This is an optimization exercise on Yosys and OpenROAD, whose aim is small area, a short achievable clock period and few clock cycles per item, not a production implementation. Only simulation tests tie the RTL to the original design; equivalence was not proved. Power and IR drop assume default switching activity.

[design.v]
module vole_engine (
    input             clk,
    input             rst,
    input             cmd_valid,
    input      [3:0]  cmd_op,
    input      [7:0]  cmd_addr,
    input      [15:0] cmd_data,
    output            cmd_ready,
    output reg        rdata_valid,
    output reg [8:0]  rdata,
    output reg        log_valid,
    output reg [3:0]  log_kind,
    output reg [8:0]  log_addr,
    output     [7:0]  pc,
    output     [15:0] timer,
    output            running,
    output            dirty
);
    localparam [3:0] C_EDIT  = 4'd1,  C_TIMER = 4'd2,  C_PC    = 4'd3,
                     C_RUN   = 4'd4,  C_STEP  = 4'd5,  C_SOFT  = 4'd6,
                     C_FULL  = 4'd7,  C_STOP  = 4'd8,  C_CLRD  = 4'd9,
                     C_RDMEM = 4'd10, C_RDREG = 4'd11;
    localparam [3:0] K_DECODE = 4'd1, K_STORE = 4'd2, K_MOVE  = 4'd3,
                     K_ADD    = 4'd4, K_RES6  = 4'd5, K_ROT   = 4'd6,
                     K_HALT   = 4'd7, K_UNREC = 4'd8, K_RUN   = 4'd9;
    localparam [15:0] TIMER_RESET = 16'd500;
    localparam [15:0] TIMER_MAX   = 16'd1500;
    localparam [2:0] S_IDLE = 3'd0, S_STEP = 3'd1, S_LD1 = 3'd2,
                     S_LD2 = 3'd3, S_RDC = 3'd4;
    reg [7:0]   x [0:15];
    reg [7:0]   pc_q;
    reg [15:0]  timer_q;
    reg         run_q;
    reg         dirty_q;
    reg [2:0]   state;
    reg [7:0]   ea_q;            
    reg [6:0]   oa_q;            
    reg         sel_q;           
    reg         ib_v;            
    reg [7:0]   ib1, ib2;
    reg         iok1, iok2;
    reg         pred_q;          
    reg [7:0]   ra_q;            
    reg [3:0]   lr_q;            
    reg [7:0]   lpc_q;           
    reg         pend_d2;         
    reg         pend_i;          
    reg [3:0]   pk_q;            
    reg         pa_q;            
    reg         wq_v;            
    reg [7:0]   wq_a;
    reg [8:0]   wq_d;
    reg         clr_q;           
    assign pc        = pc_q;
    assign timer     = timer_q;
    assign running   = run_q;
    assign dirty     = dirty_q;
    wire ready = (state == S_IDLE) && !pend_d2 && !pend_i;
    assign cmd_ready = ready;
    wire take  = ready && cmd_valid;
    wire act   = (ready && !cmd_valid && run_q) || (state == S_STEP);
    wire go    = act && ib_v;           
    wire fill  = act && !ib_v;          
    wire [8:0] erow [0:127];
    wire [8:0] orow [0:127];
    wire [8:0] e_raw = erow[ea_q[6:0]];
    wire [8:0] e_rd  = ea_q[7] ? 9'd0 : e_raw;
    wire [8:0] o_rd  = orow[oa_q];
    wire [8:0] p1 = sel_q ? o_rd : e_rd;    
    wire [8:0] p2 = sel_q ? e_rd : o_rd;    
    wire [7:0] xr;
    reg        s_store;
    wire       st_we = go && s_store;
    wire       w_v   = wq_v || st_we;
    wire [7:0] w_a   = wq_v ? wq_a : ib2;
    wire [8:0] w_d   = clr_q ? 9'd0 : (wq_v ? wq_d : {1'b1, xr});
    genvar g;
    generate
        for (g = 0; g < 128; g = g + 1) begin : bank
            reg [8:0] ec, oc;
            always @(posedge clk)
                if (clr_q || (w_v && w_a == 2 * g)) ec <= w_d;
            if (g < 127) begin : odd
                always @(posedge clk)
                    if (clr_q || (w_v && w_a == 2 * g + 1)) oc <= w_d;
            end else begin : none
                always @(posedge clk)
                    if (clr_q) oc <= 9'd0;
            end
            assign erow[g] = ec;
            assign orow[g] = oc;
        end
    endgenerate
    wire [3:0] op  = ib1[7:4];
    wire [3:0] rg  = ib1[3:0];
    wire [3:0] hi  = ib2[7:4];
    wire [3:0] lo  = ib2[3:0];
    assign     xr   = x[rg];
    wire [7:0] xhi  = x[hi];
    wire [7:0] xlo  = x[lo];
    wire [7:0] x0   = x[0];
    wire [8:0] sum  = {1'b0, xhi} + {1'b0, xlo};
    wire [15:0] rr  = {xr, xr} >> lo[2:0];
    wire [7:0] rotr = rr[7:0];
    wire [15:0] timer_dec = (timer_q == 16'd0) ? 16'd0 : timer_q - 16'd1;
    wire [7:0]  pc_p2     = pc_q + 8'd2;
    reg        s_wr;             
    reg [3:0]  s_wi;
    reg [7:0]  s_wd;
    reg        s_taken;
    reg        s_stop;
    reg        s_e;              
    reg [3:0]  s_k;
    reg        s_a255;
    always @(*) begin
        s_wr    = 1'b0;
        s_wi    = rg;
        s_wd    = ib2;
        s_taken = 1'b0;
        s_stop  = 1'b0;
        s_store = 1'b0;
        s_e     = 1'b0;
        s_k     = K_UNREC;
        s_a255  = 1'b0;
        case (op)
        4'd1: ;                                            
        4'd2: begin s_wr = 1'b1; s_wd = ib2; end           
        4'd3: begin                                        
            if (ib2 == 8'd255) begin
                s_e = 1'b1; s_k = K_STORE; s_a255 = 1'b1;
            end else
                s_store = 1'b1;
        end
        4'd4: begin                                        
            if (rg != 4'd0) begin
                s_e = 1'b1; s_k = K_MOVE; s_stop = 1'b1;
            end else begin
                s_wr = 1'b1; s_wi = lo; s_wd = xhi;
            end
        end
        4'd5: begin                                        
            if (sum[8]) begin
                s_e = 1'b1; s_k = K_ADD; s_stop = 1'b1;
            end else begin
                s_wr = 1'b1; s_wd = sum[7:0];
            end
        end
        4'd6: begin s_e = 1'b1; s_k = K_RES6; s_stop = 1'b1; end
        4'd7: begin s_wr = 1'b1; s_wd = xlo | xhi; end     
        4'd8: begin s_wr = 1'b1; s_wd = xlo & xhi; end     
        4'd9: begin s_wr = 1'b1; s_wd = xlo ^ xhi; end     
        4'd10: begin                                       
            if (hi != 4'd0) begin
                s_e = 1'b1; s_k = K_ROT; s_stop = 1'b1;
            end else begin
                s_wr = 1'b1; s_wd = rotr;
            end
        end
        4'd11: s_taken = (xr == x0);                       
        4'd12: begin                                       
            s_stop = 1'b1;
            if (rg != 4'd0 || ib2 != 8'd0) begin
                s_e = 1'b1; s_k = K_HALT;
            end
        end
        default: begin s_e = 1'b1; s_k = K_UNREC; s_stop = 1'b1; end
        endcase
    end
    wire is_load = (op == 4'd1);
    wire hazard = s_store && (ib2 == pc_p2 || ib2 == pc_q + 8'd3);
    wire keep   = !s_stop && !is_load && !wq_v &&
                  (s_taken ? pred_q : (!pred_q && !hazard));
    function [15:0] pair_at;
        input [7:0] p;
        pair_at = {{1'b0, p[7:1]} + {7'd0, p[0]}, p[7:1], p[0]};
    endfunction
    function [15:0] cell_at;
        input [7:0] a;
        cell_at = {1'b0, a[7:1], a[7:1], a[0]};
    endfunction
    wire [7:0] f1 = p1[7:0];
    wire [7:0] f2 = p2[7:0];
    wire       f_load = (f1[7:4] == 4'd1);
    wire       f_jump = (f1 == 8'hB0) && !f2[0];
    wire [7:0] fpc    = fill ? pc_q : (s_taken ? ib2 : pc_p2);    
    wire [7:0] fpc_p2 = fpc + 8'd2;
    reg [15:0] f_next;
    always @(*) begin
        if (f_load)      f_next = cell_at(f2);
        else if (f_jump) f_next = {1'b0, f2[7:1], f2[7:1], 1'b0};
        else             f_next = pair_at(fpc_p2);
    end
    wire sreset = take && (cmd_op == C_RUN || cmd_op == C_SOFT || cmd_op == C_FULL);
    wire x_we = (go && s_wr) || (state == S_LD2 && !pend_d2);
    wire [3:0] x_wi = (state == S_LD2) ? lr_q : s_wi;
    wire [7:0] x_wd = (state == S_LD2) ? p1[7:0] : s_wd;
    integer i;
    always @(posedge clk) begin
        if (rst || sreset) begin
            for (i = 0; i < 16; i = i + 1) x[i] <= 8'd0;
        end else if (x_we) begin
            x[x_wi] <= x_wd;
        end
    end
    always @(posedge clk) begin
        clr_q <= rst || (take && cmd_op == C_FULL);
        wq_v  <= !rst && take && cmd_op == C_EDIT && cmd_addr != 8'd255;
        wq_a  <= cmd_addr;
        wq_d  <= {cmd_data[8], cmd_data[7:0] & {8{cmd_data[8]}}};
    end
    always @(posedge clk) begin
        if (rst) begin
            pc_q        <= 8'd0;
            timer_q     <= TIMER_RESET;
            run_q       <= 1'b0;
            dirty_q     <= 1'b0;
            state       <= S_IDLE;
            {ea_q, oa_q, sel_q} <= pair_at(8'd0);
            ib_v        <= 1'b0;
            ib1         <= 8'd0;
            ib2         <= 8'd0;
            iok1        <= 1'b0;
            iok2        <= 1'b0;
            pred_q      <= 1'b0;
            ra_q        <= 8'd0;
            lr_q        <= 4'd0;
            lpc_q       <= 8'd0;
            pend_d2     <= 1'b0;
            pend_i      <= 1'b0;
            pk_q        <= 4'd0;
            pa_q        <= 1'b0;
            rdata_valid <= 1'b0;
            rdata       <= 9'd0;
            log_valid   <= 1'b0;
            log_kind    <= 4'd0;
            log_addr    <= 9'd0;
        end else begin
            rdata_valid <= 1'b0;
            log_valid   <= 1'b0;
            if (take) begin
                ib_v <= 1'b0;
                {ea_q, oa_q, sel_q} <= pair_at(pc_q);
                case (cmd_op)
                C_TIMER: begin
                    if (cmd_data <= TIMER_MAX) timer_q <= cmd_data;
                end
                C_PC: begin
                    pc_q <= cmd_addr;
                    {ea_q, oa_q, sel_q} <= pair_at(cmd_addr);
                end
                C_RUN: begin
                    timer_q   <= TIMER_RESET;
                    run_q     <= 1'b1;
                    dirty_q   <= 1'b1;
                    log_valid <= 1'b1;
                    log_kind  <= K_RUN;
                    log_addr  <= {1'b0, pc_q};
                end
                C_STEP: begin
                    state <= S_STEP;
                end
                C_SOFT: begin
                    timer_q <= TIMER_RESET;
                    dirty_q <= 1'b0;
                end
                C_FULL: begin
                    timer_q <= TIMER_RESET;
                    dirty_q <= 1'b0;
                    pc_q    <= 8'd0;
                    run_q   <= 1'b0;
                    {ea_q, oa_q, sel_q} <= pair_at(8'd0);
                end
                C_STOP: begin
                    run_q <= 1'b0;
                end
                C_CLRD: begin
                    dirty_q <= 1'b0;
                end
                C_RDMEM: begin
                    state <= S_RDC;
                    {ea_q, oa_q, sel_q} <= cell_at(cmd_addr);
                end
                C_RDREG: begin
                    rdata_valid <= 1'b1;
                    rdata       <= {1'b0, x[cmd_addr[3:0]]};
                end
                default: ;
                endcase
            end else if (fill) begin
                if (!wq_v) begin
                    ib_v   <= 1'b1;
                    ib1    <= p1[7:0];
                    ib2    <= p2[7:0];
                    iok1   <= p1[8];
                    iok2   <= p2[8];
                    pred_q <= f_jump && !f_load;
                    {ea_q, oa_q, sel_q} <= f_next;
                end
            end else if (go) begin
                state   <= S_IDLE;
                lpc_q   <= pc_q;
                pend_d2 <= !iok1 && !iok2;
                pend_i  <= s_e && (!iok1 || !iok2);
                pk_q    <= s_k;
                pa_q    <= s_a255;
                if (!iok1 || !iok2 || s_e) begin
                    dirty_q   <= 1'b1;
                    log_valid <= 1'b1;
                    if (!iok1) begin
                        log_kind <= K_DECODE;
                        log_addr <= {1'b0, pc_q};
                    end else if (!iok2) begin
                        log_kind <= K_DECODE;
                        log_addr <= {1'b0, pc_q} + 9'd1;
                    end else begin
                        log_kind <= s_k;
                        log_addr <= s_a255 ? 9'd255 : {1'b0, pc_q};
                    end
                end
                if (is_load) begin
                    ib_v  <= 1'b0;
                    lr_q  <= rg;
                    if (!iok1 || !iok2) begin
                        state <= S_LD1;
                        ra_q  <= ib2;
                    end else begin
                        state <= S_LD2;
                        ra_q  <= p1[7:0];
                        {ea_q, oa_q, sel_q} <= cell_at(p1[7:0]);
                        if (!p1[8]) begin
                            dirty_q   <= 1'b1;
                            log_valid <= 1'b1;
                            log_kind  <= K_DECODE;
                            log_addr  <= {1'b0, ib2};
                        end
                    end
                end else if (s_stop) begin
                    run_q <= 1'b0;
                    ib_v  <= 1'b0;
                    {ea_q, oa_q, sel_q} <= pair_at(pc_q);
                end else begin
                    timer_q <= timer_dec;
                    pc_q    <= s_taken ? ib2 : pc_p2;
                    if (keep) begin
                        ib_v   <= 1'b1;
                        ib1    <= p1[7:0];
                        ib2    <= p2[7:0];
                        iok1   <= p1[8];
                        iok2   <= p2[8];
                        pred_q <= f_jump && !f_load;
                        {ea_q, oa_q, sel_q} <= f_next;
                    end else begin
                        ib_v <= 1'b0;
                        {ea_q, oa_q, sel_q} <= pair_at(s_taken ? ib2 : pc_p2);
                    end
                end
            end else if (pend_d2) begin
                pend_d2   <= 1'b0;
                log_valid <= 1'b1;
                log_kind  <= K_DECODE;
                log_addr  <= {1'b0, lpc_q} + 9'd1;
            end else if (pend_i) begin
                pend_i    <= 1'b0;
                log_valid <= 1'b1;
                log_kind  <= pk_q;
                log_addr  <= pa_q ? 9'd255 : {1'b0, lpc_q};
            end else begin
                case (state)
                S_LD1: begin
                    if (!p1[8]) begin
                        dirty_q   <= 1'b1;
                        log_valid <= 1'b1;
                        log_kind  <= K_DECODE;
                        log_addr  <= {1'b0, ra_q};
                    end
                    ra_q  <= p1[7:0];
                    {ea_q, oa_q, sel_q} <= cell_at(p1[7:0]);
                    state <= S_LD2;
                end
                S_LD2: begin
                    if (!p1[8]) begin
                        dirty_q   <= 1'b1;
                        log_valid <= 1'b1;
                        log_kind  <= K_DECODE;
                        log_addr  <= {1'b0, ra_q};
                    end
                    pc_q    <= pc_p2;
                    timer_q <= timer_dec;
                    {ea_q, oa_q, sel_q} <= pair_at(pc_p2);
                    state   <= S_IDLE;
                end
                S_RDC: begin
                    rdata_valid <= 1'b1;
                    rdata       <= p1;
                    {ea_q, oa_q, sel_q} <= pair_at(pc_q);
                    state       <= S_IDLE;
                end
                default: state <= S_IDLE;
                endcase
            end
        end
    end
endmodule
[run.sh]
#!/bin/bash
# synth_recipe.tcl (not shown) runs the flow's synth.tcl, then flattens the netlist and writes it again
# the make line also repeats each setting of config.mk as NAME=value (left out here)
make -C /OpenROAD-flow-scripts/flow DESIGN_CONFIG=/design/flow/config.mk WORK_HOME=/design/flow/orfs CLKGATE_MAP_FILE= SYNTH_SCRIPT=/design/flow/synth_recipe.tcl finish
[config.mk]
export PLATFORM = sky130hd
export DESIGN_NAME = vole_engine
export DESIGN_NICKNAME = vole_engine
export VERILOG_FILES = /design/flow/design.v
export SDC_FILE = /design/flow/constraint.sdc
export NUM_CORES = 4
export LEC_CHECK = 0
export CAP_MARGIN = 40
export CORE_MARGIN = 2
export CORE_UTILIZATION = 40
export SETUP_SLACK_MARGIN = 5
export SLEW_MARGIN = 20
[constraint.sdc]
create_clock -name core_clock -period 10.0 [get_ports {clk}]
set_input_delay 2.0000 -clock core_clock [delete_from_list [all_inputs] [get_ports {clk}]]
set_output_delay 2.0000 -clock core_clock [all_outputs]
set_load 0.01 [all_outputs]
==> run notes <==
[kinds of logic (layout without fill, tap and decap cells)]
kind of cell | count (synthesis) | in the layout | synth area share
DFF | 2570 | 2570 | 0.6725
and+or+nand+nor | 2318 | 2321 | 0.1058
AOI/OAI and AO/OA | 1944 | 1945 | 0.1273
buffers and inverters | 747 | 1686 | 0.02595
muxes | 465 | 465 | 0.05924
xor gates and xnor gates | 70 | 70 | 0.005513
adders and majority gates | 33 | 33 | 0.003712
other | 0 | 64 | 0
[metrics by stage]
step                power [mW]  instance area (um^2)  worst slack [ns]  cells
floorplan                19.69                112600             3.600   8147
global placement         26.10                119800             2.396  11720
detailed placement       26.38                122600             3.000  11890
CTS                      38.72                137100             4.923  12660
global route             40.43                139600             4.576  12820
finish                   40.62                139800             4.542  12880
[cell usage in the layout (no fill, tap or decap), types with 143 or more instances in the layout]
cell,count
buf_4,619
nand4_1,161
edfxtp_1,2423
nand2_1,357
clkbuf_16,310
mux2_2,156
o21ai_0,176
mux2i_1,149
mux4_2,143
nor2_1,415
a21oi_1,183
a21o_1,199
nand3_1,592
a22oi_1,378
[power groups by stage]
stage                     Sequential [mW]  Combinational, mW  Clock, mW
final                                15.0               14.8       10.8
after detailed placement             15.3               11.1          0
after floorplan                      14.8               4.88          0
after global routing                 15.1               14.2       11.1
after CTS                            15.0               13.1       10.7
after global placement               15.3               10.8          0
[registers in the layout, indices dropped and copies added, names as in the netlist, 9 cells and up, named ones only]
name,count
log_addr,9
rdata,9
x,128
bank.oc,1143
bank.ec,1152
timer_q,16
wq_d,9
[repair_timing]
item / 4_1_cts / 5_1_grt
gates cloned: 35 / 11
hold buffers: 0 / 0
pin swaps: 91 / 83
buffers inserted: 227 / 88
gates resized for setup: 507 / 182
endpoints found under the hold margin: 0 / 0
endpoints found under the setup margin: 362 / 337
[layer usage]
metal	wire (um)	up-vias
met1	231400	48750
met4	81380	34
met2	288500	10840
met5	360	-
met3	107200	3064
li1	-	34280
[how the worst min path moves through the flow]
stage	endpoint	slack [ns]	cells after the start
2_1_floorplan	lr_q[2]	0.44	2
3_3_place_gp	lr_q[1]	0.45	2
3_5_place_dp	lr_q[1]	0.46	2
4_1_cts	lr_q[1]	0.46	2
5_1_grt	lr_q[0]	0.49	2
6_report	lr_q[1]	0.46	2
[Yosys cell counts (47+ instances only)]
cell	number	area, um^2
a211oi_1	73	548.0
a21o_1	223	1674
a21oi_1	199	996.0
a221oi_1	58	508.0
a22o_1	92	805.8
a22oi_1	407	3055
a32oi_1	65	569.3
and3_1	86	538.0
buf_1	105	394.1
buf_2	64	320.3
clkbuf_1	504	1892
dfxtp_1	147	2943
edfxtp_1	2423	72760
inv_1	61	229.0
mux2_2	161	1813
mux2i_1	160	1602
mux4_2	140	3153
nand2_1	402	1509
nand3_1	606	3033
nand3b_1	47	352.8
nand4_1	161	1007
nor2_1	475	1783
nor2b_1	59	369.1
nor3_1	104	520.5
nor3b_1	59	442.9
nor4_1	81	506.7
o211ai_1	66	495.5
o21ai_0	190	950.9
o22ai_1	79	494.2
o32ai_1	50	437.9
[cell type report]
type | instances | area share
clock inverters | 151 | 0.01027
clock buffers | 363 | 0.05553
diodes | 64 | 0.001146
multi-input cells | 4834 | 0.2647
inverters | 67 | 0.001951
repair buffers | 1105 | 0.09103
well taps | 3724 | 0.03333
flip-flops and latches | 2570 | 0.5421
[critical path, delay by kind of cell (launching register included)]
family | cells | cell delay, ns
AO/OA/AOI/OAI | 6 | 1.38
buffers and inverters | 8 | 1.34
flip-flops | 1 | 0.37
AND/OR/NAND/NOR | 6 | 2.16
==> impl_metrics.py <==
metrics = {
    "setup_path": {
        "crit_required_ns": 10.77,
        "critical_path_class": "flip-flop to flip-flop",
        "reg2reg_depth": 20,
        "r2r_end": "ea_q[3]",
        "cp_cell_sequence": "buf_12 -> buf_16 -> buf_12 -> nor4b_4 -> bufbuf_16 -> buf_4 -> nand3_1 -> nand4_1 -> nor4_4 -> nand4_1 -> o22a_2 -> a32o_1 -> nand4_1 -> a21oi_2 -> buf_6 -> buf_4 -> buf_4 -> a311oi_2 -> o32a_1 -> a211oi_2",
        "r2r_setup_slack_ns": 4.54,
        "cp-endpoint": "ea_q[3]",
        "critPathLaunchType": "flip-flop",
        "cp.arrival_ns": 6.22,
        "max_stage_delay_ns": 0.78,
        "critPathMaxFanout": 6,
        "slowest_stage": "nor4_4",
        "cp-end-kind": "flip-flop",
        "r2r_start": "oa_q[0]",
        "critPathLaunch": "oa_q[0]",
    },
    "power_and_ir_drop": {
        "pwr-share-comb": 0.365,
        "vdd.ir_drop.worst_uv": 196.6,
        "power_switching_mw": 16.15,
        "cellPowerDensity_mw_per_mm2": 290.6,
        "intPower_mw": 24.47,
        "clkPwrFrac": 0.266,
        "pwr-share-seq": 0.369,
        "p_leak_nw": 48.94,
        "sw_frac_of_total": 0.3977,
    },
    "synth": {
        "synth_cells": 8147,
        "ys_warn_count": 1,
        "synth_cell_types": 95,
        "syn_area_per_cell_um2": 13.82,
        "synth_edf_count": 2423,
        "synthFlopType": "edfxtp_1",
        "async_flop_share": 0,
        "syn_nets": 8210,
        "ys_ff_latch": 2570,
        "netlist_area_mm2": 0.1126,
        "ys_seq_area_frac": 0.6725,
    },
    "detailed_routing": {
        "routed_wl_um": 708800,
        "via_per_inst": 7.530,
        "wl_per_cell_um": 55.04,
        "vias": 96970,
        "initialDrtViolationCount": 20850,
        "dr.pass1.iters": 9,
        "ant_nets": 0,
        "drc": 0,
    },
    "clock_tree": {
        "root_buffer": "clkbuf_16",
        "clockBufferDepth": 4,
        "cts_buffers": 293,
        "clk_latency_ns": 0.98,
        "cts.htree.levels": 5,
        "cts_tree": "yes",
        "cts_num_sinks": 2570,
        "clk_pin_slew_worst_paths_ns": 0.06,
    },
    "status": {
        "status": "complete, but fails checks",
        "violatedChecks": "max-slew violations",
    },
    "sta": {
        "maxSlewViolCount": 37,
        "fin_crit_ns": 5.458,
        "clock.fmax_ghz": 0.1832,
        "rsz0062_at_grt": "yes",
        "min_period_over_period": 0.5458,
        "setup-tns-final_ns": 0,
        "hold_slack_ns": 0.4628,
        "tightest_slew_ns": 1.547,
        "max_slew_margin": -0.03107,
        "setup_viol": 0,
        "hold_viol_final": 0,
        "fin_worst_skew_ns": 0.1207,
    },
    "global_route": {
        "grtUsageMet1": 0.5660,
        "met3_usage": 0.1998,
        "grt_pass1_vias": 85860,
        "antenna_found_initial": 83,
        "grt-ovfl-total": 0,
        "grt_pass1_wl_um": 896900,
        "grt_usage": 0.4816,
        "top_usage_layer": "met2",
        "grt_max_degree": 163,
        "use_met2": 0.6705,
    },
    "die": {
        "dieArea_mm2": 0.2857,
        "coreArea_mm2": 0.2796,
        "initial_utilization": 0.4026,
        "io_pins": 82,
        "die_h_um": 534.5,
        "fp-row-count": 194,
        "fp.dieW_um": 534.5,
    },
    "place": {
        "place_congestion": 1.062,
        "dp.final_hpwl_um": 447100,
        "io_buffers": 81,
    },
    "layout": {
        "num-fill-cells": 23990,
        "regArea_mm2": 0.07578,
        "layout-drive-gt1-share": 0.2490,
        "nNetsFinal": 8934,
        "finish.utilization": 0.5000,
        "multi_input_comb_area_mm2": 0.03700,
        "synthToLayoutAreaGrowth_pct": 24.19,
    },
    "job": {
        "max_cap_violations": 0,
    },
    "min_path": {
        "hp-class": "flip-flop to flip-flop",
        "hold_path_startpoint": "lr_q[1]",
    },
}
Testbench counts, summed over its fixed seeds: cycles 31,972, instrs 18,085.

==> separate check: timing with driven ports <==
The results above use ideal ports. As a check the final layout listed here was re-extracted and re-timed, cells and wires unchanged.
Step 1 sets driving cells, clkbuf_16 on the clock port and buf_2 on the other inputs (assumed; they add their load-dependent delay and slew).
Step 2 times the ports against the registers' clock, not the clock port: input delays grow and output delays shrink by t, the midpoint of the rising clock arrivals with the driver on.
a / b / c = ideal ports / drivers / drivers and shift; a / b = the first two.
t, ns: 1.038
slack for setup (ns): 4.542 / 4.542 / 4.044
pins driven straight from the clock port: 1
For this run, drivers alone change the setup slack by 0.000 ns; drivers and shift together by -0.498 ns.
